This is an optimization exercise on Yosys and OpenROAD, whose aim is small area, a short achievable clock period and few clock cycles per item, not a production implementation.
In this exercise RTL edits were held to simulation tests only and were not proved equivalent to the original.
Power is estimated from default activity; no workload was simulated.

Setup of the reference run:
// fb_draw
module fb_draw (
    input  wire        clk,
    input  wire        rst,         
    input  wire        cmd_valid,
    output wire        cmd_ready,
    input  wire [2:0]  cmd_op,      
    input  wire [15:0] cmd_x,       
    input  wire [15:0] cmd_y,       
    input  wire [15:0] cmd_len,     
    input  wire [15:0] cmd_h,       
    input  wire [7:0]  cmd_c,       
    input  wire        dat_valid,
    output wire        dat_ready,
    input  wire [7:0]  dat_byte,
    output wire        px_valid,
    input  wire        px_ready,
    output wire [7:0]  px_x,
    output wire [6:0]  px_y,
    output wire [7:0]  px_c,
    output wire        ack          
);
clock: 15.0 ns
lec_check: 0
cap_margin: 20
core_margin: 2
core_utilization: 40
gpl_timing_driven: 1
place_density: 0.7
slew_margin: 20
standard.sh (not shown) runs the stock make flow with config.mk's settings and CLKGATE_MAP_FILE= SYNTH_SCRIPT=/design/flow/synth_recipe.tcl, a recipe that flattens the netlist after the stock synthesis.
==> flow/flow/run.sh <==
#!/bin/bash
# Standard layout flow, with timing repair aimed at a setup slack of 10.5 ns.
bash standard.sh SETUP_SLACK_MARGIN=10.5 finish > standard.log 2>&1
The reference run closes out successfully: all stages finished, all timing, DRC and antenna checks passed.
Testbench counts of the reference run, summed over its fixed seeds: cycles 119,715, items 2,400.
The following lists how the trial run was set up differently from the reference run:
==> flow/run.sh (new file) <==
#!/bin/bash
# synth_recipe.tcl (not shown) runs the flow's synth.tcl, then flattens the netlist and writes it again
# the make line also repeats each setting of config.mk as NAME=value (left out here)
make -C /OpenROAD-flow-scripts/flow DESIGN_CONFIG=/design/flow/config.mk WORK_HOME=/design/flow/orfs CLKGATE_MAP_FILE= SYNTH_SCRIPT=/design/flow/synth_recipe.tcl finish
==> flow/config.mk <==
export PLATFORM = sky130hd
export DESIGN_NAME = fb_draw
export DESIGN_NICKNAME = fb_draw
export VERILOG_FILES = /design/flow/design.v
export SDC_FILE = /design/flow/constraint.sdc
export NUM_CORES = 4
export LEC_CHECK = 0
export CAP_MARGIN = 70
export CORE_MARGIN = 2
export CORE_UTILIZATION = 30
export GPL_TIMING_DRIVEN = 1
export PLACE_DENSITY = 0.6
export SLEW_MARGIN = 70
removed: flow/flow/run.sh
removed: flow/standard.sh
### Flow results
- Taking the reference run as the reference point, the share of power burned in combinational logic of the trial run falls by 0.2 points.
- Compared with the reference run, in the trial run worst setup slack after placement moved up, register area level.
- Compared to the reference run, the trial run has post-route standard cell area excluding fillers 310 µm² lower.
- For the trial run, the critical setup path kind was reg -> reg, unlike the reference run, where it was reg -> out.
- Relative to the reference run, final critical delay including setup and external delays has increased by 1.05 ns in the trial run.
- Wire length of the first global-routing pass (the trial run vs. the reference run) decreases slightly
- On part of the cycle the worst path needs: the trial run sits above the reference run.
- Delta (the trial run minus the reference run): sequential share of layout area went up, overall track demand over capacity in global routing down 6.5 points.
- Part of the power in registers ends up lower on the reference run.
- Instance count on the critical path in the trial run is 13 above the reference run.

* * *

Setup of alpha:
fb_draw again, from the RTL that the note above started with.
export LEC_CHECK = 0
export CAP_MARGIN = 70
export CORE_MARGIN = 2
export CORE_UTILIZATION = 40
export GPL_TIMING_DRIVEN = 1
export PLACE_DENSITY = 0.7
export SLEW_MARGIN = 70
create_clock -name core_clock -period 15.0 [get_ports {clk}]
==> flow/flow/run.sh <==
#!/bin/bash
# Standard layout flow, with timing repair aimed at a setup slack of 10.5 ns.
bash standard.sh SETUP_SLACK_MARGIN=10.5 finish > standard.log 2>&1
Testbench counts of alpha, summed over its fixed seeds: cycles 119,715, items 2,400.
Inputs modified between alpha and beta:
Settings: CORE_UTILIZATION changed from 40 to 30; PLACE_DENSITY changed from 0.7 to 0.6.
==> flow/flow/run.sh <==
#!/bin/bash
# Standard layout flow, with timing repair aimed at a setup slack of 11 ns.
bash standard.sh SETUP_SLACK_MARGIN=11 finish > standard.log 2>&1
Notes after the runs:
Post-route worst setup slack, alpha and beta: higher on alpha
Between alpha and beta, the fraction of layout cells with a size suffix above 1 is lower for alpha.
As far as number of buffers and inverters on the critical path goes, alpha and beta are indistinguishable; the numbers are identical.
#### Input delta (gamma over beta)
==> flow/flow/run.sh <==
#!/bin/bash
# Standard layout flow, with timing repair aimed at a setup slack of 10.5 ns.
bash standard.sh SETUP_SLACK_MARGIN=10.5 finish > standard.log 2>&1
Findings:
- Relative to beta, the logic depth of the worst path, buffers included of gamma is higher by 1.
- Per the comparison of gamma with beta, design area moved down, power moved down.
- gamma vs beta on power dissipated by switching net loads: gamma is the lower one.
- Re final critical delay including setup and external delays: beta and gamma aren't equal, and the higher value belongs to gamma.
- Count of clock-net buffers in the final layout in gamma vs beta: down 3
- Compared with beta, in gamma clock share of power climbed 1.0 points, worst hold slack -0.019 ns.

-- what the ideal ports hide --
No port has a modelled driver above. Below, the same layouts with a new extraction and two added sets of constraints.
Step 1, drivers: a clkbuf_16 drives clk and a buf_2 each remaining input, both assumed.
Step 2 times the ports against the registers' clock, not the clock port: input delays grow and output delays shrink by t, the midpoint of the rising clock arrivals with the driver on.
a / b / c = ideal ports / drivers / drivers and shift; a / b = the first two.
run	t, ns	setup slack, ns	slew at the worst register clock pin (ns)	worst slew at a driven data input, ns
the reference run	0.505	10.376 / 10.322 / 10.056	0.09 / 0.09	0.05
the trial run	0.511	9.322 / 9.322 / 9.049	0.08 / 0.08	0.06
alpha	0.500	10.420 / 10.372 / 9.990	0.08 / 0.08	0.05
beta	0.520	10.416 / 10.362 / 10.239	0.08 / 0.08	0.09
gamma	0.518	10.365 / 10.308 / 9.985	0.08 / 0.08	0.05
After both steps setup and hold are still met in every run listed. For alpha, which loses most, drivers alone change the setup slack by -0.048 ns; drivers and shift together by -0.430 ns.
